From an optimization exercise on the open Yosys and OpenROAD flow, aimed at small area, a short achievable clock period and few clock cycles; shortcuts taken in it are not production practice.
Function was checked by simulation only, so behaviour that the tests miss may differ from the original.
Power figures rest on the tool's default switching activity, not on a simulated workload.

## design/flow/run.sh

```bash
#!/bin/bash
# synth_recipe.tcl (not shown) runs the flow's synth.tcl, then flattens the netlist and writes it again
# the make line also repeats each setting of config.mk as NAME=value (left out here)
make -C /OpenROAD-flow-scripts/flow DESIGN_CONFIG=/design/flow/config.mk WORK_HOME=/design/flow/orfs CLKGATE_MAP_FILE= SYNTH_SCRIPT=/design/flow/synth_recipe.tcl finish
```

## design/flow/config.mk

```make
export PLATFORM = sky130hd
export DESIGN_NAME = muisti_core
export DESIGN_NICKNAME = muisti_core
export VERILOG_FILES = /design/flow/design.v
export SDC_FILE = /design/flow/constraint.sdc
export NUM_CORES = 4
export LEC_CHECK = 0
export ABC_CLOCK_PERIOD_IN_PS = 3500
export CAP_MARGIN = 20
export CORE_MARGIN = 2
export CORE_UTILIZATION = 40
export PLACE_DENSITY = 0.6
export SETUP_SLACK_MARGIN = 5
export SLEW_MARGIN = 20
```

## design/flow/constraint.sdc

```tcl
create_clock -name core_clock -period 10.0 [get_ports {clk}]
set_input_delay 2.0000 -clock core_clock [delete_from_list [all_inputs] [get_ports {clk}]]
set_output_delay 2.0000 -clock core_clock [all_outputs]
set_load 0.01 [all_outputs]
```

## design/flow/design.v

```verilog
module muisti_core #(
    parameter integer  CAP            = 64,     
    parameter integer  REG_CAP        = 8,      
    parameter integer  Q_CAP          = 8,      
    parameter [31:0]   TIMEOUT        = 32'd5000,
    parameter [31:0]   FLUSH_INTERVAL = 32'd1000
) (
    input  wire        clk,
    input  wire        rst,
    input  wire        cmd_valid,
    output wire        cmd_ready,
    input  wire [9:0]  cmd,
    input  wire [31:0] now,
    output wire        ev_valid,
    output wire [1:0]  ev_kind,        
    output wire [7:0]  ev_code,        
    output wire [95:0] ev_tag,         
    output wire [7:0]  ev_ant,
    output wire [31:0] ev_strength,    
    output wire        stop_ack_valid,
    output wire        stop_ack_ok,
    output wire        assembling
);
    localparam [7:0] S0 = 8'hA5, S1 = 8'h5A, E0 = 8'h0D, E1 = 8'h0A;
    localparam [7:0] OP_TAG_SEEN = 8'h83, OP_STOP_ACK = 8'h8D;
    localparam [3:0] W_ASM_OVERFLOW = 4'd1, W_ASM_RESYNC = 4'd2,
                     W_REJ_LENGTH = 4'd5, W_REJ_CHECKSUM = 4'd6,
                     W_REG_FULL = 4'd7, W_QUEUE_FULL = 4'd8;
    localparam [1:0] EV_WARN = 2'd0, EV_SEEN = 2'd1, EV_GONE = 2'd2;
    integer i, k;
    function [31:0] sub32(input [31:0] a, input [31:0] b);
        reg [31:0] p, g, gp, pp, gn, pn;
        integer l, m;
        begin
            p  = a ^ ~b;
            g  = a & ~b;
            gp = g;
            pp = p;
            gp[0] = g[0] | p[0];                 
            for (l = 1; l < 32; l = l * 2) begin
                gn = gp; pn = pp;
                for (m = l; m < 32; m = m + 1) begin
                    gn[m] = gp[m] | (pp[m] & gp[m-l]);
                    pn[m] = pp[m] & pp[m-l];
                end
                gp = gn; pp = pn;
            end
            sub32 = p ^ {gp[30:0], 1'b1};
        end
    endfunction
    function [7:0] dec8(input [2:0] x);
        dec8 = 8'd1 << x;
    endfunction
    reg          st_idle, st_fin, st_ev2, st_chk;
    reg [6:0]    cursor;       
    reg          asm_q;
    reg          p_a5, p_0d;   
    reg [7:0]    b2, b3;
    reg          op83, op8d;   
    reg          s01;          
    reg [7:0]    kb [7:21];    
    reg [7:0]    acc_lo;       
    reg [7:0]    acc_hi;       
    reg [7:0]    ckb;          
    reg          sa_valid, sa_ok;
    reg [31:0]   last_flush;
    reg [31:0]   now_q;        
    reg [7:0]    r_valid;
    reg [95:0]   r_tag  [0:7];
    reg [7:0]    r_ant  [0:7];
    reg [31:0]   r_seen [0:7];
    reg [2:0]    r_ord  [0:7];     
    reg [3:0]    r_len;
    reg [95:0]   q_tag [0:7];
    reg [7:0]    q_ant [0:7];
    reg [16:0]   q_str [0:7];
    reg [3:0]    q_len;
    reg          pw_v;
    reg [7:0]    pw_r_oh, pw_q_oh;    
    reg          pw_r_new, pw_q_new;  
    reg [7:0]    sp_oh;
    reg [3:0]    sc_cnt;
    reg [7:0]    r_hit, q_hit;    
    reg [3:0]    dp, pa, wr, ne, gw, gr;
    reg          sb_v;            
    reg [2:0]    sb_slot;
    reg [31:0]   sb_seen;
    reg [2:0]    gq [0:7];        
    reg          ev_v;
    reg [1:0]    ev_k;
    reg [3:0]    ev_c;
    reg [95:0]   ev_tag_q;
    reg [7:0]    ev_ant_q;
    reg [16:0]   ev_str_q;
    assign cmd_ready      = st_idle;
    assign stop_ack_valid = sa_valid;
    assign stop_ack_ok    = sa_ok;
    assign assembling     = asm_q;
    assign ev_valid    = ev_v;
    assign ev_kind     = ev_k;
    assign ev_code     = {4'd0, ev_c};
    assign ev_tag      = ev_tag_q;
    assign ev_ant      = ev_ant_q;
    assign ev_strength = {{15{ev_str_q[16]}}, ev_str_q};
    wire       accept   = cmd_valid && st_idle;
    wire [1:0] op       = cmd[9:8];
    wire [7:0] b        = cmd[7:0];
    wire       do_reset = rst || (accept && op == 2'b00);
    wire       do_byte  = accept && op == 2'b01;
    wire       do_check = accept && op == 2'b10;
    wire is_start = p_a5 && (b == S1);
    wire is_end   = asm_q && p_0d && (b == E1);
    wire cur_ovf  = cursor[6];
    wire w_start  = do_byte && is_start;
    wire w_end    = do_byte && !is_start && is_end && !cur_ovf;
    wire w_endovf = do_byte && !is_start && is_end && cur_ovf;
    wire w_acc    = do_byte && !is_start && !is_end && asm_q && !cur_ovf;
    wire w_accovf = do_byte && !is_start && !is_end && asm_q && cur_ovf;
    wire wr_cur   = w_acc || w_end;           
    wire [31:0] flush_age = sub32(now, last_flush);
    wire        fire      = do_check && (flush_age >= FLUSH_INTERVAL);
    wire        dl_big   = (b2 != 8'h00) || b3[7];    
    wire [6:0]  dl7      = b3[6:0];
    wire [7:0]  cur_p3   = {1'b0, cursor} + 8'd3;
    wire        cur_lt   = dl_big || ({1'b0, dl7} > cur_p3);    
    wire        cur_eq   = !dl_big && ({1'b0, dl7} == cur_p3);  
    wire        c61_lt   = dl_big || (dl7 > 7'd64);             
    wire        c61_eq   = !dl_big && (dl7 == 7'd64);           
    wire        cur_lo   = (cursor >= 7'd4) && (cursor <= 7'd60);
    wire        len_ok   = (cursor != 7'd3) && !dl_big && (dl7 >= 7'd3) &&
                           ({1'b0, dl7} <= cur_p3);
    wire [6:0]  ci       = dl7 - 7'd3;                
    wire [7:0]  xv       = ((ci > 7'd2) ? b2 : 8'h00) ^ ((ci > 7'd3) ? b3 : 8'h00) ^
                           acc_lo ^ acc_hi;
    reg  [7:0]  ck_byte;
    always @(*) begin
        if (ci == cursor)       ck_byte = E1;
        else case (ci)
            7'd0:    ck_byte = S0;
            7'd1:    ck_byte = S1;
            7'd2:    ck_byte = b2;
            7'd3:    ck_byte = b3;
            default: ck_byte = ckb;
        endcase
    end
    wire        ck_ok    = (xv == ck_byte);
    wire        key_wr   = wr_cur && (((cursor >= 7'd7) && (cursor <= 7'd18)) || cursor == 7'd21);
    wire        ant_wr   = wr_cur && (cursor == 7'd21);
    wire [95:0] key_tag  = {kb[7], kb[8], kb[9], kb[10], kb[11], kb[12],
                            kb[13], kb[14], kb[15], kb[16], kb[17], kb[18]};
    wire [7:0]  key_ant  = ant_wr ? b : kb[21];
    wire [15:0] rssi     = {kb[19], kb[20]};
    wire [16:0] str5     = (rssi == 16'd0) ? 17'd800 : ({1'b0, rssi} - 17'd64736);
    wire        draining = dp < q_len;
    wire        g_has    = (gr != gw);
    wire        show_q   = st_chk && draining;
    wire        show_g   = st_chk && !draining && g_has;
    wire [7:0]  gq_oh    = dec8(gq[gr[2:0]]);
    wire [7:0]  sb_oh    = dec8(sb_slot);
    wire [7:0]  r_sel    = st_chk ? (draining ? 8'd0 : (g_has ? gq_oh : sb_oh)) : sp_oh;
    wire [7:0]  q_sel    = st_chk ? (draining ? dec8(dp[2:0]) : 8'd0) : sp_oh;
    reg  [95:0] r_tag_rd, q_tag_rd;
    reg  [7:0]  r_ant_rd, q_ant_rd;
    reg  [16:0] q_str_rd;
    always @(*) begin
        r_tag_rd = 96'd0; r_ant_rd = 8'd0;
        q_tag_rd = 96'd0; q_ant_rd = 8'd0; q_str_rd = 17'd0;
        for (k = 0; k < 8; k = k + 1) begin
            r_tag_rd = r_tag_rd | (r_tag[k] & {96{r_sel[k]}});
            r_ant_rd = r_ant_rd | (r_ant[k] & {8{r_sel[k]}});
            q_tag_rd = q_tag_rd | (q_tag[k] & {96{q_sel[k]}});
            q_ant_rd = q_ant_rd | (q_ant[k] & {8{q_sel[k]}});
            q_str_rd = q_str_rd | (q_str[k] & {17{q_sel[k]}});
        end
    end
    wire [7:0]  q_vm     = ~(8'hFF << q_len);        
    wire        r_cmp    = |(sp_oh & r_valid) && (r_tag_rd == key_tag) && (r_ant_rd == key_ant);
    wire        q_cmp    = |(sp_oh & q_vm)    && (q_tag_rd == key_tag) && (q_ant_rd == key_ant);
    wire        arr_chg  = do_reset || fire || st_chk || pw_v;
    wire        scan_go  = !st_chk && (ant_wr || (!key_wr && !sc_cnt[3]));
    wire        cmp_live = !st_chk && !sc_cnt[3];
    wire [7:0]  r_hit_now = (cmp_live && r_cmp) ? sp_oh : r_hit;
    wire [7:0]  q_hit_now = (cmp_live && q_cmp) ? sp_oh : q_hit;
    wire        scan_done = sc_cnt[3] || (cmp_live && sc_cnt == 4'd7);
    wire        end_ok   = len_ok && ck_ok;
    wire        fast_ok  = (cursor >= 7'd22) && scan_done && !pw_v;
    wire        commit   = (w_end && end_ok && op83 && fast_ok) || (st_fin && scan_done);
    wire        r_full   = r_len[3];
    wire        q_full   = q_len[3];
    wire        r_miss   = (r_hit_now == 8'd0);
    wire        q_miss   = (q_hit_now == 8'd0);
    wire        r_app    = r_miss && !r_full;
    wire        q_app    = q_miss && !q_full;
    wire        warn7    = r_miss && r_full;
    wire        warn8    = q_miss && q_full;
    reg  [2:0]  free_slot;
    always @(*) begin
        free_slot = 3'd0;
        for (k = 7; k >= 0; k = k - 1)
            if (!r_valid[k]) free_slot = k[2:0];
    end
    wire [7:0]  free_oh  = dec8(free_slot);
    wire [7:0]  qapp_oh  = dec8(q_len[2:0]);
    wire        sa_go    = st_chk && (pa < r_len);
    wire [2:0]  sa_slot  = r_ord[pa[2:0]];
    wire [7:0]  sa_oh    = dec8(sa_slot);
    reg  [31:0] sa_seen;
    always @(*) begin
        sa_seen = 32'd0;
        for (k = 0; k < 8; k = k + 1)
            sa_seen = sa_seen | (r_seen[k] & {32{sa_oh[k]}});
    end
    wire [31:0] sb_age   = sub32(now_q, sb_seen);
    wire        sb_exp   = st_chk && sb_v && (sb_age > TIMEOUT);
    wire        sb_keep  = st_chk && sb_v && !(sb_age > TIMEOUT);
    wire        bypass   = st_chk && !draining && !g_has && sb_exp;
    wire        push     = sb_exp && !bypass;
    wire [3:0]  gw_n     = gw + (push ? 4'd1 : 4'd0);
    wire [3:0]  gr_n     = gr + (show_g ? 4'd1 : 4'd0);
    wire        more_q   = draining && (dp + 4'd1 < q_len);
    wire        chk_end  = st_chk && !sa_go && !more_q && (gw_n == gr_n);
    wire [3:0]  ne_n     = ne + (sb_exp ? 4'd1 : 4'd0);
    always @(posedge clk) begin
        ev_v     <= 1'b0;
        ev_tag_q <= r_tag_rd | q_tag_rd;
        ev_ant_q <= r_ant_rd | q_ant_rd;
        ev_str_q <= q_str_rd;
        if (accept) now_q <= now;
        if (pw_v) begin
            for (k = 0; k < 8; k = k + 1) begin
                if (pw_r_oh[k]) r_seen[k] <= now_q;
                if (pw_q_oh[k]) q_str[k]  <= str5;
                if (pw_r_new && pw_r_oh[k]) begin
                    r_tag[k] <= key_tag;
                    r_ant[k] <= kb[21];
                end
                if (pw_q_new && pw_q_oh[k]) begin
                    q_tag[k] <= key_tag;
                    q_ant[k] <= kb[21];
                end
            end
        end
        pw_v <= 1'b0;
        if (do_reset) begin
            st_idle    <= 1'b1;
            st_fin     <= 1'b0;
            st_ev2     <= 1'b0;
            st_chk     <= 1'b0;
            cursor     <= 7'd0;
            asm_q      <= 1'b0;
            p_a5       <= 1'b0;
            p_0d       <= 1'b0;
            for (i = 7; i <= 21; i = i + 1)
                kb[i] <= 8'h00;
            sa_valid   <= 1'b0;
            sa_ok      <= 1'b0;
            last_flush <= 32'd0;
            r_valid    <= 8'd0;
            r_len      <= 4'd0;
            q_len      <= 4'd0;
            sc_cnt     <= 4'd0;
            sp_oh      <= 8'd1;
            r_hit      <= 8'd0;
            q_hit      <= 8'd0;
        end else begin
            if (do_byte) begin
                p_a5 <= (b == S0);
                p_0d <= (b == E0);
            end
            if (wr_cur) begin
                case (cursor)
                    7'd2: b2 <= b;
                    7'd3: b3 <= b;
                    7'd4: begin
                        op83 <= (b == OP_TAG_SEEN);
                        op8d <= (b == OP_STOP_ACK);
                    end
                    7'd5: s01 <= (b == 8'h01);
                    default: ;
                endcase
                for (i = 7; i <= 21; i = i + 1)
                    if (cursor == i) kb[i] <= b;
                if (cur_lo && cur_lt) acc_lo <= acc_lo ^ b;
                if (cursor == 7'd61)
                    acc_hi <= cur_lt ? b : 8'h00;
                else if (cursor >= 7'd62 && cur_lt)
                    acc_hi <= acc_hi ^ b;
                if (cursor >= 7'd4 && cur_eq) ckb <= b;
            end
            if (w_accovf) begin
                acc_hi <= c61_lt ? b : 8'h00;
                if (c61_eq) ckb <= b;
            end
            if (w_start) begin
                if (asm_q) begin
                    ev_v <= 1'b1;
                    ev_k <= EV_WARN;
                    ev_c <= W_ASM_RESYNC;
                end
                cursor <= 7'd2;
                asm_q  <= 1'b1;
                acc_lo <= 8'h00;
                acc_hi <= 8'h00;
            end
            if (w_acc)    cursor <= cursor + 7'd1;
            if (w_accovf) begin
                cursor <= 7'd62;
                ev_v   <= 1'b1;
                ev_k   <= EV_WARN;
                ev_c   <= W_ASM_OVERFLOW;
            end
            if (w_endovf) begin
                cursor <= 7'd61;
                ev_v   <= 1'b1;
                ev_k   <= EV_WARN;
                ev_c   <= W_ASM_OVERFLOW;
            end
            if (w_end) begin
                cursor <= 7'd0;
                asm_q  <= 1'b0;
                if (!len_ok) begin
                    ev_v <= 1'b1;
                    ev_k <= EV_WARN;
                    ev_c <= W_REJ_LENGTH;
                end else if (!ck_ok) begin
                    ev_v <= 1'b1;
                    ev_k <= EV_WARN;
                    ev_c <= W_REJ_CHECKSUM;
                end else if (op83) begin
                    if (!fast_ok) begin
                        st_idle <= 1'b0;
                        st_fin  <= 1'b1;
                    end
                end else if (op8d) begin
                    sa_valid <= 1'b1;
                    sa_ok    <= (cursor != 7'd5) && s01;
                end
            end
            if (commit) begin
                pw_v     <= 1'b1;
                pw_r_oh  <= r_miss ? (r_full ? 8'd0 : free_oh) : r_hit_now;
                pw_r_new <= r_app;
                pw_q_oh  <= q_miss ? (q_full ? 8'd0 : qapp_oh) : q_hit_now;
                pw_q_new <= q_app;
                if (r_app) begin
                    for (k = 0; k < 8; k = k + 1)
                        if (free_oh[k]) r_valid[k] <= 1'b1;
                    r_ord[r_len[2:0]] <= free_slot;
                    r_len             <= r_len + 4'd1;
                end
                if (q_app)
                    q_len <= q_len + 4'd1;
                if (warn7) begin
                    ev_v <= 1'b1;
                    ev_k <= EV_WARN;
                    ev_c <= W_REG_FULL;
                end else if (warn8) begin
                    ev_v <= 1'b1;
                    ev_k <= EV_WARN;
                    ev_c <= W_QUEUE_FULL;
                end
                st_fin <= 1'b0;
                if (warn7 && warn8) begin
                    st_idle <= 1'b0;
                    st_ev2  <= 1'b1;
                end else begin
                    st_idle <= 1'b1;
                end
            end
            if (st_ev2) begin
                ev_v    <= 1'b1;
                ev_k    <= EV_WARN;
                ev_c    <= W_QUEUE_FULL;
                st_ev2  <= 1'b0;
                st_idle <= 1'b1;
            end
            if (fire) begin
                last_flush <= now;
                dp         <= 4'd0;
                pa         <= 4'd0;
                wr         <= 4'd0;
                ne         <= 4'd0;
                gw         <= 4'd0;
                gr         <= 4'd0;
                sb_v       <= 1'b0;
                if (q_len != 4'd0 || r_len != 4'd0) begin
                    st_idle <= 1'b0;
                    st_chk  <= 1'b1;
                end
            end
            if (st_chk) begin
                if (show_q) begin
                    ev_v <= 1'b1;
                    ev_k <= EV_SEEN;
                    dp   <= dp + 4'd1;
                end else if (show_g || bypass) begin
                    ev_v <= 1'b1;
                    ev_k <= EV_GONE;
                end
                gr <= gr_n;
                gw <= gw_n;
                if (push) gq[gw[2:0]] <= sb_slot;
                sb_v <= sa_go;
                if (sa_go) begin
                    pa      <= pa + 4'd1;
                    sb_slot <= sa_slot;
                    sb_seen <= sa_seen;
                end
                ne <= ne_n;
                if (sb_exp) begin
                    for (k = 0; k < 8; k = k + 1)
                        if (sb_oh[k]) r_valid[k] <= 1'b0;
                end
                if (sb_keep) begin
                    r_ord[wr[2:0]] <= sb_slot;
                    wr <= wr + 4'd1;
                end
                if (chk_end) begin
                    q_len   <= 4'd0;
                    r_len   <= r_len - ne_n;
                    st_chk  <= 1'b0;
                    st_idle <= 1'b1;
                end
            end
            if (arr_chg || commit || (key_wr && !ant_wr) || (ant_wr && !scan_go)) begin
                sc_cnt  <= 4'd0;
                r_hit   <= 8'd0;
                q_hit   <= 8'd0;
            end else if (ant_wr) begin
                sp_oh   <= {sp_oh[6:0], sp_oh[7]};
                sc_cnt  <= 4'd1;
                r_hit   <= r_cmp ? sp_oh : 8'd0;
                q_hit   <= q_cmp ? sp_oh : 8'd0;
            end else if (scan_go) begin
                sp_oh   <= {sp_oh[6:0], sp_oh[7]};
                sc_cnt  <= sc_cnt + 4'd1;
                if (r_cmp) r_hit <= sp_oh;
                if (q_cmp) q_hit <= sp_oh;
            end
        end
    end
endmodule
```

==> summary.txt, run 1 <==
CP Launch Type=flip-flop; CTS Sinks=2603; P_sw=slightly above 6 mW; post-DP HPWL=249.2 mm; Total Routing Usage GR=0.3032; period utilization=0.5743; FMAX=approximately 0.17 GHz; later-pin clock latency in the skew report=1.00 ns; max cap viols=0; hold_buf cts=0; Reg power frac=0.473; worst slew pin tran=1.428 ns; ys async rst share=0; first-pass GRT wire length=~590 mm; vias in the first global route=75210; WL/cell=35.31 microns; Port Buffer Count=191; Area Growth Syn to Fin=23.22%; synthesized flop and latch total=2603; design area=133000 sq um; initial antenna violation count=49; largest net degree at the start of global routing=102; leakage=41.89 nW; die area=~270000 sq um; WP data required=10.60 ns; crit end category=flip-flop; Residual DRC=0; CTS Buffer Depth=4; H-tree levels=5; Int Pwr=roughly 19 mW; EDFF count, synth=2262; Sw Ratio=0.2478; Iteration-0 DRC Markers=13180; Power Total=24.99 mW; Mapped Area=107900 sq um; CTS Buf Count=around 280; status=complete, no violations; Post-DRT Antenna Nets=0; Gate Count Post-Synth=7799; Clock power frac=0.432; leading area contributor after synthesis=edfxtp_1; final wirelength=432.4 mm; skew final=0.1281 ns; Hold Crit Class=reg2reg; Max-slew headroom=0.04776; # setup viols final=0; Final Hold Fails=0; kind of critical path=reg2reg; Seq/Total Area, Yosys=0.6925; RSZ-0062 raised after global routing=yes; Post-DP Area=115500 sq um; Yosys Warn Count=8; critical path fanouts, max=8; starting density of the core=0.4025; CP arrival=about 6.3 ns; fin util=0.4960; chip width=523.5 microns; Post-synth top flop=edfxtp_1; crit path time final=~5.7 ns; GPL Wtd Cong=1.021; IO Pins=196; ranking of synthesized cells by area=edfxtp_1, dfxtp_1, nand2_1; ratio of cells with drive above 1 in the final layout=0.2018; TNS Setup=0 ns; R2R depth=23; Pre-Repair DR Iteration Count=7; worst hold path cell count=2; via density per instance=approximately 6.6; fill count=22540; Mean Syn Cell Area=13.84 sq um; number of nets in the layout=between 8000 and 9000; CTS Root Cell=clkbuf_16; routed vias=~80000; Peak VDD IR=167.6 uV; top-area cell type share of the netlist area=0.6293; Site Rows=190; Clock Pin Slew Worst Setup and Hold Paths=0.06 ns; Gate power share=0.096; CTS tree=done; max-slew violations=0; total gr overflow=0; Die Y=523.5 microns; core area=268200 sq um; Cell Pwr Density=187.8 nW/um^2; Distinct cells, synth=between 100 and 150
## state kept, by name, indices dropped and copies added, names as in the netlist, 17 cells and up, named ones only
register	flops
ev_str_q	17
ev_tag_q	96
gq	24
kb	120
last_flush	32
now_q	32
q_ant	64
q_str	136
q_tag	768
r_ant	64
r_ord	24
r_seen	256
r_tag	768
sb_seen	32
## layout by cell type (no fill, tap or decap), drive strengths merged, types with 35 or more instances in the layout
master and instances:
o311ai 270, buf 626, o22ai 125, a211oi 35, a2111oi 129, diode 35, edfxtp 2262, dfxtp 341
nand2b 43, o2111ai 110, clkdlybuf4s50 161, nand2 696, mux2i 180, mux2 36, ha 118, a21oi 195
and3 242, o21ai 169, xor2 58, xnor2 109, nor4 67, clkinv 97, nand3 276, a22o 106
and2 43, clkbuf 381, a21boi 83, a221oi 93, nor3 58, a21o 48, nor2 364, inv 262
a31oi 45, a222oi 65, nand4 111, a22oi 118
## layout make-up
class                      count  area (sq um)  share of cell area
sequential                  2603         74770              0.5621
clock buffer                 374          7833             0.05889
tap                         3552          4444             0.03341
clock inverter               144          1669             0.01255
inverter                     245         952.2            0.007158
multi-input combinational   4471         34730              0.2611
antenna                       35         87.58           0.0006585
timing repair buffer         824          8524             0.06409
## through the flow
step	instances	hold slack (ns)	setup WS, ns
after floorplan	7802	0.4321	4.439
after global placement	11350	0.4624	1.851
after detailed placement	11350	0.4701	2.148
after CTS	12140	0.4762	4.243
after global routing	12220	0.4938	4.102
final	12250	0.4739	4.257
## worst max-delay path, cell delays in order (launching register included)
cell and delay [ns]:
edfxtp_1 0.43, buf_6 0.16, ha_4 0.28, a2111oi_4 0.08, buf_4 0.15, buf_12 0.13
buf_12 0.13, buf_16 0.12, o31ai_4 0.79, clkbuf_16 0.32, buf_16 0.18, and3_4 0.22
a2111oi_4 0.04, buf_4 0.15, nand3_1 0.07, nand4_1 0.42, nor4_4 0.48, nand4_1 0.26
nor4_4 0.38, buf_12 0.20, nor2_4 0.06, nand2_2 0.11, buf_12 0.16, o41ai_2 0.11
## power by group through the flow
stage | registers (mW) | logic [mW] | clock network [mW]
finish | 11.8 | 2.39 | 10.8
global placement | 12.0 | 1.93 | 0
global route | 11.8 | 2.43 | 11.2
detailed placement | 12.0 | 1.94 | 0
CTS | 11.8 | 2.20 | 10.8
floorplan | 12.1 | 0.915 | 0
## cell usage after synthesis (all sizes together) (45+ instances only)
library cell	instances
edfxtp	2262
a21o	48
nor2	363
and3	242
a31oi	45
a22o	106
nand3	276
a21oi	195
o21ai	169
xor2	58
xnor2	109
buf	144
o2111ai	110
nand4	111
nand2	688
inv	243
a2111oi	129
mux2i	180
o22ai	125
clkbuf	349
a222oi	65
a22oi	118
ha	118
a21boi	83
nor4	67
o311ai	270
a221oi	93
dfxtp	341
nor3	58
## path summary, 6_finish.rpt
kind	from	to	slack, ns
setup / recovery	dp[1]	r_ord[3][0]	4.26
hold / removal	q_str[6][10]	ev_str_q[10]	0.47
setup reg to reg	dp[1]	r_ord[3][0]	4.26
hold reg to reg	q_str[6][10]	ev_str_q[10]	0.47
## metal layers
layer	wire [microns]	part of all wire	track usage
met1	156200	0.36	0.3881
met2	184100	0.43	0.4426
met3	59190	0.14	0.09817
met4	32730	0.076	0.1941
met5	145	0.00034	0.005717
## cells by family after synthesis
family / Yosys count / synth area share
DFF: 2603 / 0.6925
and+or+nand+nor: 2085 / 0.09580
AOI/OAI and AO/OA: 1859 / 0.1335
buffers and inverters: 738 / 0.02806
muxes: 222 / 0.02170
xor gates and xnor gates: 170 / 0.01418
adders and majority gates: 121 / 0.01423
other: 1 / 0.00003474
## repair_timing
action	in CTS	in global routing
gates resized for setup	605	297
endpoints found under the setup margin	237	230
endpoints found under the hold margin	0	0
setup buffers	235	71
pin swaps	173	137
cloned	32	6
Testbench counts, summed over its fixed seeds: cycles 37,305.
==> inputs of run 2 (changes only) <==
==> design/flow/config.mk (replaced) <==
export PLATFORM = sky130hd
export DESIGN_NAME = muisti_core
export DESIGN_NICKNAME = muisti_core
export VERILOG_FILES = /design/flow/design.v
export SDC_FILE = /design/flow/constraint.sdc
export NUM_CORES = 4
export LEC_CHECK = 0
export ABC_CLOCK_PERIOD_IN_PS = 4000
export CAP_MARGIN = 20
export CORE_MARGIN = 2
export CORE_UTILIZATION = 55
export PLACE_DENSITY = 0.7
export SETUP_SLACK_MARGIN = 4
export SLEW_MARGIN = 20
==> summary.txt, run 2 <==
FMAX=0.1648 GHz; largest net degree at the start of global routing=105; post-synthesis mux area share=0.02170; cell with the most instances after synthesis=edfxtp_1; Gate Count Post-Synth=~7800; Die Y=447.0 microns; total gr overflow=0; starting density of the core=0.5536; GPL Wtd Cong=1.034; Cell Pwr Density=193.0 nW/um^2; CTS Sinks=between 2000 and 3000; Area Growth Syn to Fin=16.46%; CTS Buffer Depth=4; largest family of logic cells by synthesized area=compound AO/OA/AOI/OAI gates; Hold Crit Class=reg2reg; Pre-Repair DR Iteration Count=8; CTS Buf Count=282; crit path time final=6.067 ns; reg-to-reg critical path endpoint=r_ord[4][0]; final wirelength=394.9 mm; core area=195000 sq um; period utilization=0.6067; CP arrival=between 6 and 7 ns; Port Buffer Count=191; via density per instance=7.105; worst hold path cell count=2; Post-DRT Antenna Nets=0; minimum setup slack in the final design=3.933 ns; P_sw=around 5.8 mW; Clock power frac=0.425; vias in the first global route=73480; post-DP HPWL=approximately 240 mm; H-tree levels=5; crit end category=flip-flop; top-area cell type share of the netlist area=0.6293; Int Pwr=around 19 mW; Iteration-0 DRC Markers=13230; Synth Area in Compound Gates=0.1335; fill count=14060; leading area contributor after synthesis=edfxtp_1; Gate power share=0.089; skew final=0.08476 ns; CP Launch Type=input port; reg-to-reg setup timing slack=3.94 ns; Mean Syn Cell Area=13.84 sq um; initial antenna violation count=42; most common cell after layout, fill and taps aside=edfxtp_1; WHS Endpoint=ev_str_q[15]; Peak VDD IR=165.7 uV; # setup viols final=0; Yosys Warn Count=8; status=complete, no violations; IO Pins=196; ratio of cells with drive above 1 in the final layout=0.1413; max-slew violations=0; later-pin clock latency in the skew report=0.99 ns; WL/cell=roughly 36 microns; Post-synth top flop=edfxtp_1; biggest regs=q_tag (768), r_tag (768), r_seen (256); critical path fanouts, max=8; Synth Area in XOR/XNOR=0.01418; Site Rows=roughly 160; first-pass GRT wire length=545.1 mm; synthesized flop and latch total=2603; kind of critical path=in2reg; adder-cell share of the synthesized area=0.01423; number of nets in the layout=between 8000 and 9000; die area=199800 sq um; WP data required=10.65 ns; fin util=0.6447; most frequent cells in the layout=edfxtp_1, nand2_1, nor2_1, dfxtp_1, buf_4; Distinct cells, synth=118; Mapped Area=107900 sq um; max cap viols=0; TNS Setup=0 ns; chip width=447.0 microns; post-synthesis simple-gate area fraction=0.09580; worst slew pin tran=1.237 ns; Total Routing Usage GR=0.3863; Hold Crit Start=q_str[2][15]; Clock Pin Slew Worst Setup and Hold Paths=0.06 ns; leakage=39.12 nW; CTS Root Cell=clkbuf_16; R2R depth=17; ys async rst share=0; R2R Path Start=gw[2]; Final Hold Fails=0; CTS tree=done; Max-slew headroom=0.1751; Reg power frac=0.487; synth cell count leaders=edfxtp_1, nand2_1, nor2_1; Sw Ratio=0.2373; ranking of synthesized cells by area=edfxtp_1, dfxtp_1, nand2_1; EDFF count, synth=2262; Residual DRC=0; Seq/Total Area, Yosys=0.6925; routed vias=between 70000 and 80000; pre-CTS setup slack=1.973 ns; RSZ-0062 raised after global routing=yes
-- run 2: worst max path at each step --
stage	from	endpoint	slack, ns	cells after the start
finish	cmd[3]	r_ord[4][0]	3.93	15
global route	now_q[0]	r_len[3]	3.91	25
CTS	q_len[1]	r_ord[4][0]	4.00	19
detailed placement	cmd[3]	r_hit[1]	1.97	14
global placement	q_len[3]	ev_c[3]	2.08	17
floorplan	cmd[0]	r_ord[0][0]	4.01	15
-- run 2: routing by layer --
layer,up-vias,share of wire,global-route usage
met4,44,0.079,0.2581
li1,31740,-,-
met5,-,0.00084,0
met1,38580,0.35,0.4898
met3,1497,0.14,0.1340
met2,6499,0.43,0.5615
-- run 2: cell families (layout without fill, tap and decap cells) --
group | Yosys count | after routing
buf+inv | 738 | 1306
fa+ha+maj | 121 | 121
simple gates | 2085 | 2089
mux | 222 | 222
flops | 2603 | 2603
xor+xnor | 170 | 170
other cells | 1 | 36
compound gates | 1859 | 1859
-- run 2: critical path, stage by stage --
cell             delay (ns)
clkdlybuf4s50_1        0.57
nor4bb_4               0.29
or4b_4                 0.55
nand2_4                0.15
or2_2                  0.36
mux2_2                 0.55
nor3_1                 0.24
o211ai_1               0.16
nor4_2                 0.55
nand4_1                0.25
nor4_4                 0.30
buf_6                  0.22
nor2_1                 0.09
nand2_2                0.22
o22ai_1                0.19
-- run 2: repair_timing --
| item | 4_1_cts | 5_1_grt |
|---|---|---|
| cloned | 9 | 4 |
| setup buffers | 52 | 36 |
| hold buffers | 0 | 0 |
| resized for setup | 217 | 158 |
| endpoints found under the setup margin | 158 | 141 |
| pin swaps | 28 | 43 |
-- run 2: area by class of cell --
type	count	area [sq um]	share of cell area
inverters	245	938.4	0.007465
well taps	2624	3283	0.02612
repair buffers	565	5223	0.04154
multi-input cells	4465	32410	0.2578
flip-flops and latches	2603	74760	0.5947
clock buffers	395	8004	0.06367
clock inverters	101	1010	0.008032
diodes	32	80.08	0.0006370
-- run 2: stage by stage --
stage / power [mW] / cells / instance area (sq um) / hold slack (ns)
6_report: 24.26 / 11030 / 125700 / 0.4573
5_1_grt: 24.70 / 11010 / 125700 / 0.4832
4_1_cts: 24.09 / 10960 / 124400 / 0.4611
3_5_place_dp: 13.93 / 10400 / 113900 / 0.4506
3_3_place_gp: 13.92 / 10400 / 113800 / 0.4347
2_1_floorplan: 12.96 / 7802 / 108000 / 0.4321
-- run 2: power groups by stage --
stage | clock, mW | sequential (mW) | combinational, mW
final | 10.3 | 11.8 | 2.15
after global routing | 10.7 | 11.8 | 2.18
after CTS | 10.3 | 11.8 | 1.98
after detailed placement | 0 | 12.0 | 1.89
after global placement | 0 | 12.0 | 1.88
after floorplan | 0 | 12.1 | 0.905
==> inputs of run 3 (changes only) <==
--- a/design/flow/design.v
+++ b/design/flow/design.v
@@ -29,22 +29,16 @@
     localparam [1:0] EV_WARN = 2'd0, EV_SEEN = 2'd1, EV_GONE = 2'd2;
     integer i, k;
-    function [31:0] sub32(input [31:0] a, input [31:0] b);
-        reg [31:0] p, g, gp, pp, gn, pn;
+    function ge32(input [31:0] a, input [31:0] b);
+        reg [31:0] gt, eq;
         integer l, m;
         begin
-            p  = a ^ ~b;
-            g  = a & ~b;
-            gp = g;
-            pp = p;
-            gp[0] = g[0] | p[0];                 
-            for (l = 1; l < 32; l = l * 2) begin
-                gn = gp; pn = pp;
-                for (m = l; m < 32; m = m + 1) begin
-                    gn[m] = gp[m] | (pp[m] & gp[m-l]);
-                    pn[m] = pp[m] & pp[m-l];
+            gt = a & ~b;
+            eq = ~(a ^ b);
+            for (l = 1; l < 32; l = l * 2)
+                for (m = 0; m < 32; m = m + 2 * l) begin
+                    gt[m] = gt[m+l] | (eq[m+l] & gt[m]);
+                    eq[m] = eq[m+l] & eq[m];
                 end
-                gp = gn; pp = pn;
-            end
-            sub32 = p ^ {gp[30:0], 1'b1};
+            ge32 = gt[0] | eq[0];
         end
     endfunction
@@ -82,8 +76,10 @@
     reg [3:0]    sc_cnt;
     reg [7:0]    r_hit, q_hit;    
-    reg [3:0]    dp, pa, wr, ne, gw, gr;
+    reg [3:0]    dp, pa, wr, gw, gr;
     reg          sb_v;            
     reg [2:0]    sb_slot;
     reg [31:0]   sb_seen;
+    reg [31:0]   win_lo;          
+    reg          win_wrap;        
     reg [2:0]    gq [0:7];        
     reg          ev_v;
@@ -118,6 +114,11 @@
     wire w_accovf = do_byte && !is_start && !is_end && asm_q && cur_ovf;
     wire wr_cur   = w_acc || w_end;           
-    wire [31:0] flush_age = sub32(now, last_flush);
-    wire        fire      = do_check && (flush_age >= FLUSH_INTERVAL);
+    reg         lf_pend;
+    reg  [31:0] lf_end;
+    reg         lf_wrap;
+    wire        now_ge_lf = ge32(now, last_flush);
+    wire        now_le_e  = ge32(lf_end, now);
+    wire        in_flush  = lf_wrap ? (now_ge_lf || now_le_e) : (now_ge_lf && now_le_e);
+    wire        fire      = do_check && !in_flush;
     wire        dl_big   = (b2 != 8'h00) || b3[7];    
     wire [6:0]  dl7      = b3[6:0];
@@ -149,5 +150,4 @@
     wire [95:0] key_tag  = {kb[7], kb[8], kb[9], kb[10], kb[11], kb[12],
                             kb[13], kb[14], kb[15], kb[16], kb[17], kb[18]};
-    wire [7:0]  key_ant  = ant_wr ? b : kb[21];
     wire [15:0] rssi     = {kb[19], kb[20]};
     wire [16:0] str5     = (rssi == 16'd0) ? 17'd800 : ({1'b0, rssi} - 17'd64736);
@@ -175,7 +175,11 @@
     end
     wire [7:0]  q_vm     = ~(8'hFF << q_len);        
-    wire        r_cmp    = |(sp_oh & r_valid) && (r_tag_rd == key_tag) && (r_ant_rd == key_ant);
-    wire        q_cmp    = |(sp_oh & q_vm)    && (q_tag_rd == key_tag) && (q_ant_rd == key_ant);
-    wire        arr_chg  = do_reset || fire || st_chk || pw_v;
+    wire        r_tag_eq = |(sp_oh & r_valid) && (r_tag_rd == key_tag);
+    wire        q_tag_eq = |(sp_oh & q_vm)    && (q_tag_rd == key_tag);
+    wire        r_cmp    = r_tag_eq && (r_ant_rd == kb[21]);
+    wire        q_cmp    = q_tag_eq && (q_ant_rd == kb[21]);
+    wire        r_cmp_b  = r_tag_eq && (r_ant_rd == b);
+    wire        q_cmp_b  = q_tag_eq && (q_ant_rd == b);
+    wire        arr_chg  = do_reset || do_check || st_chk || pw_v;
     wire        scan_go  = !st_chk && (ant_wr || (!key_wr && !sc_cnt[3]));
     wire        cmp_live = !st_chk && !sc_cnt[3];
@@ -203,5 +207,6 @@
     wire [7:0]  qapp_oh  = dec8(q_len[2:0]);
     wire        sa_go    = st_chk && (pa < r_len);
-    wire [2:0]  sa_slot  = r_ord[pa[2:0]];
+    wire        sa_spec  = st_idle && (r_len != 4'd0) && !pw_v;
+    wire [2:0]  sa_slot  = r_ord[st_idle ? 3'd0 : pa[2:0]];
     wire [7:0]  sa_oh    = dec8(sa_slot);
     reg  [31:0] sa_seen;
@@ -211,7 +216,9 @@
             sa_seen = sa_seen | (r_seen[k] & {32{sa_oh[k]}});
     end
-    wire [31:0] sb_age   = sub32(now_q, sb_seen);
-    wire        sb_exp   = st_chk && sb_v && (sb_age > TIMEOUT);
-    wire        sb_keep  = st_chk && sb_v && !(sb_age > TIMEOUT);
+    wire        sb_ge_lo = ge32(sb_seen, win_lo);
+    wire        sb_le_hi = ge32(now_q, sb_seen);
+    wire        sb_young = win_wrap ? (sb_ge_lo || sb_le_hi) : (sb_ge_lo && sb_le_hi);
+    wire        sb_exp   = st_chk && sb_v && !sb_young;
+    wire        sb_keep  = st_chk && sb_v && sb_young;
     wire        bypass   = st_chk && !draining && !g_has && sb_exp;
     wire        push     = sb_exp && !bypass;
@@ -220,5 +227,4 @@
     wire        more_q   = draining && (dp + 4'd1 < q_len);
     wire        chk_end  = st_chk && !sa_go && !more_q && (gw_n == gr_n);
-    wire [3:0]  ne_n     = ne + (sb_exp ? 4'd1 : 4'd0);
     always @(posedge clk) begin
         ev_v     <= 1'b0;
@@ -226,5 +232,9 @@
         ev_ant_q <= r_ant_rd | q_ant_rd;
         ev_str_q <= q_str_rd;
-        if (accept) now_q <= now;
+        if (accept) begin
+            now_q    <= now;
+            win_lo   <= now - TIMEOUT;
+            win_wrap <= (now < TIMEOUT);
+        end
         if (pw_v) begin
             for (k = 0; k < 8; k = k + 1) begin
@@ -256,4 +266,7 @@
             sa_ok      <= 1'b0;
             last_flush <= 32'd0;
+            lf_end     <= FLUSH_INTERVAL - 32'd1;
+            lf_wrap    <= 1'b0;
+            lf_pend    <= 1'b0;
             r_valid    <= 8'd0;
             r_len      <= 4'd0;
@@ -375,17 +388,23 @@
                 st_idle <= 1'b1;
             end
-            if (fire) begin
-                last_flush <= now;
+            if (lf_pend) begin
+                last_flush <= now_q;
+                lf_end     <= now_q + (FLUSH_INTERVAL - 32'd1);
+                lf_wrap    <= (now_q > ~(FLUSH_INTERVAL - 32'd1));
+            end
+            lf_pend <= fire;
+            if (st_idle) begin
                 dp         <= 4'd0;
-                pa         <= 4'd0;
+                pa         <= sa_spec ? 4'd1 : 4'd0;
                 wr         <= 4'd0;
-                ne         <= 4'd0;
                 gw         <= 4'd0;
                 gr         <= 4'd0;
-                sb_v       <= 1'b0;
-                if (q_len != 4'd0 || r_len != 4'd0) begin
-                    st_idle <= 1'b0;
-                    st_chk  <= 1'b1;
-                end
+                sb_v       <= sa_spec;
+                sb_slot    <= sa_slot;
+                sb_seen    <= sa_seen;
+            end
+            if (fire) begin
+                st_idle <= 1'b0;
+                st_chk  <= 1'b1;
             end
             if (st_chk) begin
@@ -407,5 +426,4 @@
                     sb_seen <= sa_seen;
                 end
-                ne <= ne_n;
                 if (sb_exp) begin
                     for (k = 0; k < 8; k = k + 1)
@@ -418,5 +436,5 @@
                 if (chk_end) begin
                     q_len   <= 4'd0;
-                    r_len   <= r_len - ne_n;
+                    r_len   <= wr + (sb_keep ? 4'd1 : 4'd0);
                     st_chk  <= 1'b0;
                     st_idle <= 1'b1;
@@ -430,6 +448,6 @@
                 sp_oh   <= {sp_oh[6:0], sp_oh[7]};
                 sc_cnt  <= 4'd1;
-                r_hit   <= r_cmp ? sp_oh : 8'd0;
-                q_hit   <= q_cmp ? sp_oh : 8'd0;
+                r_hit   <= r_cmp_b ? sp_oh : 8'd0;
+                q_hit   <= q_cmp_b ? sp_oh : 8'd0;
             end else if (scan_go) begin
                 sp_oh   <= {sp_oh[6:0], sp_oh[7]};
==> design/flow/config.mk (replaced) <==
export PLATFORM = sky130hd
export DESIGN_NAME = muisti_core
export DESIGN_NICKNAME = muisti_core
export VERILOG_FILES = /design/flow/design.v
export SDC_FILE = /design/flow/constraint.sdc
export NUM_CORES = 4
export LEC_CHECK = 0
export ABC_CLOCK_PERIOD_IN_PS = 3500
export CAP_MARGIN = 20
export CORE_MARGIN = 2
export CORE_UTILIZATION = 40
export PLACE_DENSITY = 0.6
export SETUP_SLACK_MARGIN = 5
export SLEW_MARGIN = 20
==> summary.txt, run 3 <==
Peak VDD IR=176.5 uV; final wirelength=~460 mm; CTS Root Cell=clkbuf_16; largest net degree at the start of global routing=78; Post-DRT Antenna Nets=0; Residual DRC=0; EDFF count, synth=2289; ranking of synthesized cells by area=edfxtp_1, dfxtp_1, nand2_1; CTS Sinks=2661; hold_buf cts=0; Iteration-0 DRC Markers=13910; number of nets in the layout=8979; WP data required=10.83 ns; crit end category=flip-flop; kind of critical path=reg2reg; Power Total=27.09 mW; Hold Crit Start=sa_valid; CTS Buffer Depth=4; routed vias=82400; H-tree levels=5; Port Buffer Count=191; total gr overflow=0; FMAX=~0.18 GHz; synthesized flop and latch total=2661; fin util=0.4916; Gate Count Post-Synth=8106; ratio of cells with drive above 1 in the final layout=0.1855; Pre-Repair DR Iteration Count=10; die area=roughly 280000 sq um; leakage=43.59 nW; critical path fanouts, max=23; Max-slew headroom=0.2044; core area=276300 sq um; CTS tree=done; Final Hold Fails=0; chip width=about 530 microns; worst hold slack=0.4817 ns; CP Launch Type=flip-flop; WHS Endpoint=sa_valid; Total Routing Usage GR=0.3119; vias in the first global route=76880; fin cells=12760; TNS Setup=0 ns; skew final=around 0.098 ns; post-DP HPWL=263.7 mm; most common cell after layout, fill and taps aside=edfxtp_1; Mean Syn Cell Area=around 14 sq um; status=complete, no violations; Cells after DPL=around 12000; biggest regs=q_tag (768), r_tag (768), r_seen (256); WL/cell=35.85 microns; Site Rows=193; synth cell count leaders=edfxtp_1, nand2_1, nor2_1; IO Pins=196; top-area cell type share of the netlist area=0.6198; Seq/Total Area, Yosys=0.6870; via density per instance=6.460; Die Y=roughly 530 microns; R2R Path Start=sp_oh[0]; max cap viols=0; reg-to-reg setup timing slack=4.33 ns; Clock Pin Slew Worst Setup and Hold Paths=0.06 ns; Area Growth Syn to Fin=22.47%; worst hold path cell count=2; reg-to-reg critical path endpoint=r_hit[2]; crit path time final=5.671 ns; RSZ-0062 raised after global routing=yes; leading area contributor after synthesis=edfxtp_1; cell with the most instances after synthesis=edfxtp_1; period utilization=0.5671; CTS Buf Count=292; most frequent cells in the layout=edfxtp_1, nand2_1, buf_4, nor2_1, dfxtp_1; CP arrival=6.50 ns; Yosys Warn Count=8; first-pass GRT wire length=614.7 mm; R2R depth=19; ys async rst share=0; later-pin clock latency in the skew report=0.97 ns; starting density of the core=0.4014; Distinct cells, synth=111; initial antenna violation count=66; max-slew violations=0; Post-synth top flop=edfxtp_1; # setup viols final=0; Cell Pwr Density=199.4 nW/um^2; worst slew pin tran=1.192 ns; Mapped Area=approximately 110000 sq um; Hold Crit Class=reg2reg; GPL Wtd Cong=0.9909
==> run 3: where the power goes <==
part,internal [mW],switching (mW),total (mW),leakage [nW]
Combinational,1.35,2.53,3.88,18.8
Clock,6.33,4.71,11.0,4.72
Sequential,12.1,0.108,12.2,20.0
Total,19.7,7.34,27.1,43.6
==> run 3: kinds of logic (layout without fill, tap and decap cells) <==
kind of cell	Yosys count	in the layout	synth area share
DFF	2661	2661	0.6870
and+or+nand+nor	2270	2276	0.1052
AOI/OAI and AO/OA	1816	1819	0.1205
buffers and inverters	741	1619	0.02817
muxes	228	228	0.02196
xor gates and xnor gates	205	205	0.01645
adders and majority gates	184	184	0.02074
other	1	59	0.00003381
==> run 3: worst max-delay path by stage <==
stage	slack, ns	depth (start not counted)	from	endpoint
finish	4.33	19	sp_oh[0]	r_hit[2]
floorplan	5.01	19	q_len[2]	pw_q_oh[3]
CTS	4.70	20	dp[1]	pw_q_oh[7]
global route	4.46	21	dp[2]	ev_k[1]
global placement	1.26	18	q_len[3]	ev_k[0]
detailed placement	1.42	18	q_len[3]	ev_k[0]
==> run 3: final cells by class <==
cell class	instances	area, sq um
clock buffer	390	8001
tap	3705	4636
inverter	243	939.7
timing repair buffer	837	9100
fill	23550	140400
antenna	55	137.6
multi-input combinational	4716	35090
sequential	2661	76220
clock inverter	149	1699
==> run 3: per-layer routing <==
layer / wire length (microns) / vias to the layer above / track usage
li1: - / 33270 / -
met1: 165700 / 41310 / 0.3967
met2: 195200 / 6302 / 0.4580
met3: 59490 / 1487 / 0.09412
met4: 36750 / 34 / 0.2091
met5: 219 / - / 0.005128
==> run 3: repair_timing <==
item	CTS	global route
gates cloned	41	10
endpoints found under the setup margin	252	118
gates resized for setup	574	188
pin swaps	140	68
setup buffers	274	58
==> run 3: worst max-delay path: stages (launching register included) <==
cell	delay [ns]
dfxtp_2	0.69
inv_1	0.22
nor2_2	0.17
buf_6	0.43
a31o_4	0.31
a31oi_4	0.11
buf_12	0.21
buf_12	0.14
buf_4	0.19
o22ai_1	0.55
a221oi_1	0.19
and3_1	0.28
nor4_1	0.36
nand4_1	0.25
nor4_4	0.38
nand4_4	0.29
o31ai_4	0.29
buf_12	0.18
mux2i_2	0.22
nor2_2	0.05
==> run 3: metrics by stage <==
| stage | setup slack [ns] | instance area (sq um) |
|---|---|---|
| floorplan | 5.009 | 110900 |
| global placement | 1.263 | 117900 |
| detailed placement | 1.420 | 118000 |
| CTS | 4.696 | 133900 |
| global route | 4.460 | 135700 |
| finish | 4.329 | 135800 |
Testbench counts of run 3, summed over its fixed seeds: cycles 37,213.
==> inputs of run 4 (changes only) <==
--- a/design/flow/design.v
+++ b/design/flow/design.v
@@ -74,4 +74,5 @@
     reg          pw_r_new, pw_q_new;  
     reg [7:0]    sp_oh;
+    reg [7:0]    rs_oh, qs_oh;
     reg [3:0]    sc_cnt;
     reg [7:0]    r_hit, q_hit;    
@@ -156,8 +157,7 @@
     wire        show_q   = st_chk && draining;
     wire        show_g   = st_chk && !draining && g_has;
-    wire [7:0]  gq_oh    = dec8(gq[gr[2:0]]);
     wire [7:0]  sb_oh    = dec8(sb_slot);
-    wire [7:0]  r_sel    = st_chk ? (draining ? 8'd0 : (g_has ? gq_oh : sb_oh)) : sp_oh;
-    wire [7:0]  q_sel    = st_chk ? (draining ? dec8(dp[2:0]) : 8'd0) : sp_oh;
+    wire [7:0]  r_sel    = rs_oh;
+    wire [7:0]  q_sel    = qs_oh;
     reg  [95:0] r_tag_rd, q_tag_rd;
     reg  [7:0]  r_ant_rd, q_ant_rd;
@@ -227,5 +227,21 @@
     wire        more_q   = draining && (dp + 4'd1 < q_len);
     wire        chk_end  = st_chk && !sa_go && !more_q && (gw_n == gr_n);
+    wire        sc_restart = arr_chg || commit || (key_wr && !ant_wr) || (ant_wr && !scan_go);
+    wire [7:0]  sp_oh_n  = do_reset ? 8'd1 :
+                           (!sc_restart && (ant_wr || scan_go)) ? {sp_oh[6:0], sp_oh[7]} : sp_oh;
+    wire        st_chk_n = !do_reset && (fire || (st_chk && !chk_end));
+    wire [3:0]  dp_n     = st_idle ? 4'd0 : (show_q ? dp + 4'd1 : dp);
+    wire [3:0]  q_len_n  = (do_reset || chk_end) ? 4'd0 :
+                           (commit && q_app) ? q_len + 4'd1 : q_len;
+    wire        drain_n  = dp_n < q_len_n;
+    wire [2:0]  gq_head_n = (push && gw[2:0] == gr_n[2:0]) ? sb_slot : gq[gr_n[2:0]];
+    wire        g_has_n  = st_chk && (gr_n != gw_n);
+    wire [2:0]  sb_slot_n = (st_idle || sa_go) ? sa_slot : sb_slot;
+    wire [7:0]  qs_oh_n  = st_chk_n ? (drain_n ? dec8(dp_n[2:0]) : 8'd0) : sp_oh_n;
+    wire [7:0]  rs_oh_n  = st_chk_n ? (drain_n ? 8'd0 :
+                                       (g_has_n ? dec8(gq_head_n) : dec8(sb_slot_n))) : sp_oh_n;
     always @(posedge clk) begin
+        qs_oh    <= qs_oh_n;
+        rs_oh    <= rs_oh_n;
         ev_v     <= 1'b0;
         ev_tag_q <= r_tag_rd | q_tag_rd;
--- a/design/flow/config.mk
+++ b/design/flow/config.mk
@@ -9,6 +9,6 @@
 export CAP_MARGIN = 20
 export CORE_MARGIN = 2
-export CORE_UTILIZATION = 40
-export PLACE_DENSITY = 0.6
+export CORE_UTILIZATION = 55
+export PLACE_DENSITY = 0.7
 export SETUP_SLACK_MARGIN = 5
 export SLEW_MARGIN = 20
==> summary.txt, run 4 <==
routed vias=66560; Post-DP Area=110500 sq um; slowest CP cell=dfxtp_4; CTS Root Cell=clkbuf_16; CP Cell Sequence=buf_12 > a22oi_1 > nand4_1 > xor2_1 > nor4_2 > nand4_1 > nor4_1 > nand4_1 > buf_4 > nand4_1 > inv_1 > a21oi_1 > a21oi_2 > nand2b_1 > ha_1 > a21o_1 > a211oi_4 > o2111ai_2 > a31o_4 > o32ai_2; status=complete, no violations; synth cell count leaders=edfxtp_1, a22oi_1, dfxtp_1; worst slew pin tran=around 1.2 ns; CTS tree=done; Port Buffer Count=191; IO Pins=196; total gr overflow=0; Sw Ratio=0.2247; via density per instance=6.583; CTS Buffer Depth=4; Worst Setup SP=qs_oh[1]; Hold Crit Start=sa_ok; max incr delay on CP=0.71 ns; Mean Syn Cell Area=14.87 sq um; Reg power frac=0.507; Pre-Repair DR Iteration Count=6; Post-synth top flop=edfxtp_1; post-DP HPWL=approximately 170 mm; GPL Wtd Cong=0.8879; Mapped Area=105500 sq um; Site Rows=160; Yosys Warn Count=8; max cap viols=0; Final Hold Fails=0; crit path time final=5.932 ns; CTS Sinks=2674; Residual DRC=0; design area=approximately 120000 sq um; largest family of logic cells by synthesized area=compound AO/OA/AOI/OAI gates; chip width=441.9 microns; biggest regs=q_tag (768), r_tag (768), r_seen (256); Hold Crit Class=reg2reg; P_sw=5.443 mW; Clock power frac=0.425; Gate Count Post-Synth=7090; EDFF count, synth=2289; Iteration-0 DRC Markers=around 9000; Seq/Total Area, Yosys=0.7248; number of nets in the layout=7608; vias in the first global route=64250; Synth Area in Compound Gates=0.1056; Int Pwr=18.78 mW; worst hold slack=0.4630 ns; Gate power share=0.067; ranking of synthesized cells by area=edfxtp_1, dfxtp_1, a22oi_1; most frequent cells in the layout=edfxtp_1, a22oi_1, dfxtp_1, nor2_1, nand2_1; CTS Buf Count=284; Cell Pwr Density=between 200 and 250 nW/um^2; later-pin clock latency in the skew report=0.95 ns; # setup viols final=0; Synth Area in XOR/XNOR=0.02699; synthesized flop and latch total=2674; crit end category=flip-flop; FMAX=around 0.17 GHz; max-slew violations=0; cell with the most instances after synthesis=edfxtp_1; adder-cell share of the synthesized area=0.02147; hold_buf cts=0; Peak VDD IR=about 180 uV; WL/cell=29.59 microns; die area=between 150000 and 200000 sq um; post-synthesis mux area share=0.02618; Clock Pin Slew Worst Setup and Hold Paths=0.06 ns; RSZ-0062 raised after global routing=yes; ratio of cells with drive above 1 in the final layout=0.1143; Die Y=441.9 microns; WP data required=about 11 ns; kind of critical path=reg2reg; Max-slew headroom=0.2021; leading area contributor after synthesis=edfxtp_1; initial antenna violation count=15; H-tree levels=5; period utilization=0.5932; CP Launch Type=flip-flop; skew final=0.08203 ns; Total Routing Usage GR=0.2982; top-area cell type share of the netlist area=0.6518; post-synthesis simple-gate area fraction=0.07345; Area Growth Syn to Fin=14.21%; most common cell after layout, fill and taps aside=edfxtp_1; TNS Setup=0 ns; critical path fanouts, max=slightly above 70; Post-DRT Antenna Nets=0; core area=190400 sq um; Distinct cells, synth=between 90 and 100; starting density of the core=0.5539; largest net degree at the start of global routing=175; ys async rst share=0; final wirelength=around 300 mm; first-pass GRT wire length=around 430 mm; leakage=43.73 nW; CP arrival=6.74 ns; cell mode on critical path=nand4_1; R2R Path Start=qs_oh[1]
==> run 4: cell count changes after synthesis, moves of 70 or more <==
cell	previous run	this run
a22oi_1	272	914
nand3_1	346	70
nand2_1	611	363
and3_1	258	68
a222oi_1	145	0
nand4_1	121	242
o21ai_0	230	122
a21oi_1	288	181
buf_2	97	9
xor2_1	82	166
a221oi_1	110	32
inv_1	240	170
==> run 4: critical path, delay by kind of cell, from the launching register on <==
kind | cells | cell delay [ns]
flip-flops | 1 | 0.71
buffers and inverters | 3 | 0.88
adder cells (fa/ha/maj) | 1 | 0.29
AND/OR/NAND/NOR | 7 | 2.10
XOR/XNOR | 1 | 0.16
AO/OA/AOI/OAI | 8 | 1.61
==> run 4: layout make-up <==
type	instances	area [sq um]
antenna	9	22.52
fill	13500	69940
tap	2511	3142
multi-input combinational	3846	27280
timing repair buffer	403	3819
sequential	2674	76510
clock buffer	382	7909
clock inverter	113	1114
inverter	173	650.6
==> run 4: power by group through the flow <==
stage | Clock (mW) | Sequential [mW] | Combinational, mW
floorplan | 0 | 12.5 | 0.858
global placement | 0 | 12.5 | 1.52
detailed placement | 0 | 12.5 | 1.54
CTS | 10.4 | 12.3 | 1.59
global route | 10.8 | 12.3 | 1.72
finish | 10.3 | 12.3 | 1.63
==> run 4: per-layer routing <==
metal  GRT usage  up-vias  part of all wire
met4      0.1231        6             0.042
met3     0.05637      679              0.11
met1      0.4160    33360              0.38
met2      0.4641     4237              0.46
met5           0        -           0.00013
li1            -    28280                 -
==> run 4: timing repair <==
item	in CTS	in global routing
pin swaps	22	15
cloned	2	1
buffers inserted	26	22
resized for setup	29	24
setup endpoints to repair	126	71
==> run 4: path summary, 6_finish.rpt <==
check	to	slack [ns]	cells after the start
max	qs_oh[7]	4.07	20
min	sa_ok	0.46	2
max reg2reg	qs_oh[7]	4.07	20
min reg2reg	sa_ok	0.46	2
==> run 4: metrics by stage <==
step                  util  cells  setup WS [ns]  power (mW)
detailed placement  0.5803   9554          2.783       14.07
floorplan                -   7093          4.566       13.33
global placement    0.5802   9554          2.957       14.05
global route        0.6326  10110          3.877       24.81
finish              0.6326  10110          4.068       24.22
CTS                 0.6303  10080          4.103       24.25
==> run 4: cells by family (layout without fill, tap and decap cells) <==
group,Yosys count,count (layout)
fa+ha+maj,181,181
simple gates,1510,1511
mux,262,262
buf+inv,574,1071
xor+xnor,325,325
other cells,1,13
compound gates,1563,1563
flops,2674,2674
Testbench counts of run 4, summed over its fixed seeds: cycles 37,213.
==> inputs of run 5 (changes only) <==
--- a/design/flow/design.v
+++ b/design/flow/design.v
@@ -230,15 +230,17 @@
     wire [7:0]  sp_oh_n  = do_reset ? 8'd1 :
                            (!sc_restart && (ant_wr || scan_go)) ? {sp_oh[6:0], sp_oh[7]} : sp_oh;
-    wire        st_chk_n = !do_reset && (fire || (st_chk && !chk_end));
-    wire [3:0]  dp_n     = st_idle ? 4'd0 : (show_q ? dp + 4'd1 : dp);
-    wire [3:0]  q_len_n  = (do_reset || chk_end) ? 4'd0 :
-                           (commit && q_app) ? q_len + 4'd1 : q_len;
-    wire        drain_n  = dp_n < q_len_n;
+    wire        st_chk_n = fire || (st_chk && !chk_end);
+    wire [3:0]  dp_n     = dp + (show_q ? 4'd1 : 4'd0);
+    wire        drain_n  = dp_n < q_len;
     wire [2:0]  gq_head_n = (push && gw[2:0] == gr_n[2:0]) ? sb_slot : gq[gr_n[2:0]];
-    wire        g_has_n  = st_chk && (gr_n != gw_n);
-    wire [2:0]  sb_slot_n = (st_idle || sa_go) ? sa_slot : sb_slot;
-    wire [7:0]  qs_oh_n  = st_chk_n ? (drain_n ? dec8(dp_n[2:0]) : 8'd0) : sp_oh_n;
-    wire [7:0]  rs_oh_n  = st_chk_n ? (drain_n ? 8'd0 :
-                                       (g_has_n ? dec8(gq_head_n) : dec8(sb_slot_n))) : sp_oh_n;
+    wire        g_has_n  = gr_n != gw_n;
+    wire [2:0]  sb_slot_n = sa_go ? sa_slot : sb_slot;
+    wire        q_some   = (q_len != 4'd0);
+    wire [7:0]  qs_chk   = st_idle ? {7'd0, q_some} :
+                           (drain_n ? dec8(dp_n[2:0]) : 8'd0);
+    wire [7:0]  rs_chk   = st_idle ? (q_some ? 8'd0 : dec8(sa_slot)) :
+                           (drain_n ? 8'd0 : (g_has_n ? dec8(gq_head_n) : dec8(sb_slot_n)));
+    wire [7:0]  qs_oh_n  = do_reset ? 8'd1 : (st_chk_n ? qs_chk : sp_oh_n);
+    wire [7:0]  rs_oh_n  = do_reset ? 8'd1 : (st_chk_n ? rs_chk : sp_oh_n);
     always @(posedge clk) begin
         qs_oh    <= qs_oh_n;
--- a/design/flow/config.mk
+++ b/design/flow/config.mk
@@ -10,4 +10,6 @@
 export CORE_MARGIN = 2
 export CORE_UTILIZATION = 55
+export CTS_CLUSTER_DIAMETER = 100
+export CTS_CLUSTER_SIZE = 30
 export PLACE_DENSITY = 0.7
 export SETUP_SLACK_MARGIN = 5
==> summary.txt, run 5 <==
status=complete, no violations; ratio of cells with drive above 1 in the final layout=0.08617; synthesized flop and latch total=~2700; Iteration-0 DRC Markers=10440; Total Routing Usage GR=0.3012; WL/cell=30.40 microns; Post-DRT Antenna Nets=0; Mean Syn Cell Area=about 15 sq um; starting density of the core=0.5523; fin util=0.6013; period utilization=0.5304; Peak VDD IR=roughly 160 uV; Area Growth Syn to Fin=8.876%; Gate Count Post-Synth=7255; WP data required=10.73 ns; chip width=443.3 microns; total gr overflow=0; first-pass GRT wire length=437.3 mm; max cap viols=0; TNS Setup=0 ns; CTS Buf Count=103; biggest regs=q_tag (768), r_tag (768), r_seen (256); largest family of logic cells by synthesized area=compound AO/OA/AOI/OAI gates; Yosys Warn Count=8; CTS tree=done; hold_buf cts=0; Post-synth top flop=edfxtp_1; CTS Root Cell=clkbuf_16; Synth Area in Compound Gates=0.1090; Cells after DPL=9727; top-area cell type share of the netlist area=0.6476; pre-CTS setup slack=between 3 and 4 ns; RSZ-0062 raised after global routing=yes; FMAX=0.1885 GHz; routed vias=67120; ys async rst share=0; Distinct cells, synth=100; Reg area=76510 sq um; Gate power share=0.064; Die Y=about 440 microns; Clock Pin Slew Worst Setup and Hold Paths=between 0.1 and 0.15 ns; worst hold slack=0.4662 ns; post-synthesis simple-gate area fraction=0.08098; CP Launch Type=flip-flop; initial antenna violation count=8; die area=196500 sq um; Post-DP Area=111000 sq um; P_sw=roughly 4.2 mW; slowest CP cell=or4_4; later-pin clock latency in the skew report=0.83 ns; Residual DRC=0; fin cells=~10000; synth cell count leaders=edfxtp_1, a22oi_1, nand2_1; H-tree levels=3; worst slew pin tran=1.200 ns; max-slew violations=0; final wirelength=approximately 300 mm; CP top delay family=simple AND/OR/NAND/NOR gates; leading area contributor after synthesis=edfxtp_1; design area=115600 sq um; kind of critical path=reg2reg; largest net degree at the start of global routing=between 100 and 150; Cell Pwr Density=162.9 nW/um^2; fill count=about 14000; Mapped Area=106100 sq um; Multi-input gate area=27990 sq um; Final Hold Fails=0; crit path time final=approximately 5.3 ns; most common cell after layout, fill and taps aside=edfxtp_1; Site Rows=around 160; vias in the first global route=~64000; Seq/Total Area, Yosys=0.7203; ranking of synthesized cells by area=edfxtp_1, dfxtp_1, a22oi_1; Pre-Repair DR Iteration Count=6; post-DP HPWL=roughly 180 mm; core area=192200 sq um; Int Pwr=~15 mW; Reg power frac=0.647; CTS Buffer Depth=3; leakage=40.86 nW; max incr delay on CP=between 0.5 and 0.6 ns; crit end category=flip-flop; adder-cell share of the synthesized area=0.02168; CP arrival=between 6 and 7 ns; skew final=approximately 0.056 ns; Synth Area in XOR/XNOR=0.02505; EDFF count, synth=2289; Port Buffer Count=191; Worst Path Buf+Inv=3; minimum setup slack in the final design=4.696 ns; Clock power frac=0.289; critical path fanouts, max=6; GPL Wtd Cong=~0.91; Power Total=about 19 mW; number of nets in the layout=7622; Max-slew headroom=0.2001; CTS Sinks=2674; CP Cell Sequence=inv_1 > ha_1 > a21o_1 > a21o_1 > a211oi_2 > a31oi_4 > or4_4 > maj3_2 > or2_4 > nor2_4 > ha_4 > ha_4 > xnor2_2 > xor2_1 > nand4_1 > a2111o_2 > nand2_2 > o31ai_4 > a21oi_2 > buf_6 > buf_6 > nor4b_4 > or4b_4 > o211ai_1; via density per instance=6.703; Hold Crit Class=reg2reg; # setup viols final=0; most frequent cells in the layout=edfxtp_1, a22oi_1, nand2_1, dfxtp_1, nor2_1; post-synthesis mux area share=0.02023; IO Pins=196; Sw Ratio=0.2257; cell with the most instances after synthesis=edfxtp_1
==> run 5: area by class of cell <==
type / instances / area share
Clock buffer: 180 / 0.02517
Inverter: 180 / 0.005869
Antenna cell: 2 / 0.00004331
Tap cell: 2526 / 0.02735
Sequential cell: 2674 / 0.6621
Clock inverter: 16 / 0.002144
Multi-Input combinational cell: 3997 / 0.2422
Timing Repair Buffer: 438 / 0.03513
==> run 5: per-layer routing <==
layer  track usage  vias to the layer above  share of wire
li1              -                    28490              -
met1        0.4207                    33830           0.38
met2        0.4783                     4153           0.46
met3       0.04710                      636           0.11
met4        0.1173                        8          0.046
met5             0                        -        0.00038
==> run 5: tightest hold or removal path, stage by stage (launching register included) <==
cell and delay, ns:
dfxtp_1 0.33, nand2_1 0.05, a21oi_1 0.05
==> run 5: final timing paths <==
check             startpoint   endpoint  slack, ns  depth (start not counted)
hold / removal     kb[10][6]  kb[10][6]       0.47                          2
setup / recovery  sb_seen[9]   rs_oh[4]       4.70                         24
setup reg to reg  sb_seen[9]   rs_oh[4]       4.70                         24
hold reg to reg    kb[10][6]  kb[10][6]       0.47                          2
==> run 5: power by group through the flow <==
stage / clock network (mW) / logic (mW) / registers, mW
after floorplan: 0 / 0.619 / 12.4
after global placement: 0 / 1.05 / 12.5
after detailed placement: 0 / 1.07 / 12.5
after CTS: 5.46 / 1.15 / 12.2
after global routing: 5.83 / 1.27 / 12.2
final: 5.44 / 1.21 / 12.2
==> run 5: timing repair <==
item                       4_1_cts  5_1_grt
resized for setup               78       43
pin swaps                       36       22
buffers inserted                57       28
setup endpoints to repair      263      150
gates cloned                     1        2
==> run 5: kinds of logic (layout without fill, tap and decap cells) <==
kind of cell / Yosys count / count (layout)
muxes: 196 / 196
buffers and inverters: 588 / 814
other: 1 / 6
adders and majority gates: 184 / 184
xor gates and xnor gates: 302 / 302
AOI/OAI and AO/OA: 1630 / 1630
and+or+nand+nor: 1680 / 1681
DFF: 2674 / 2674
Testbench counts of run 5, summed over its fixed seeds: cycles 37,213.

==> separate check: timing with driven ports <==
The flow's constraints put no driver on any port. The routed layouts listed below were extracted and timed again, unchanged, in two steps. Step 1 assumes that a clkbuf_16 drives the clock port and a buf_2 every other input. Step 2 times the ports against the registers' clock, not the clock port: input delays grow and output delays shrink by t, the midpoint of the rising clock arrivals with the driver on. Three values: ideal, step 1, step 2; two values: the first two.
run | t, ns | setup slack, ns | hold WS [ns]
run 1 | 1.034 | 4.257 / 4.257 / 3.435 | 0.474 / 0.474 / 0.474
run 2 | 1.044 | 3.933 / 3.936 / 2.960 | 0.457 / 0.457 / 0.457
run 3 | 1.036 | 4.329 / 4.329 / 4.085 | 0.482 / 0.482 / 0.482
run 4 | 0.997 | 4.068 / 4.068 / 3.611 | 0.463 / 0.463 / 0.463
run 5 | 0.895 | 4.696 / 4.696 / 3.919 | 0.466 / 0.466 / 0.466
After both steps setup and hold are still met in every run listed. For run 2, which loses most, drivers alone change the setup slack by +0.003 ns; drivers and shift together by -0.973 ns.
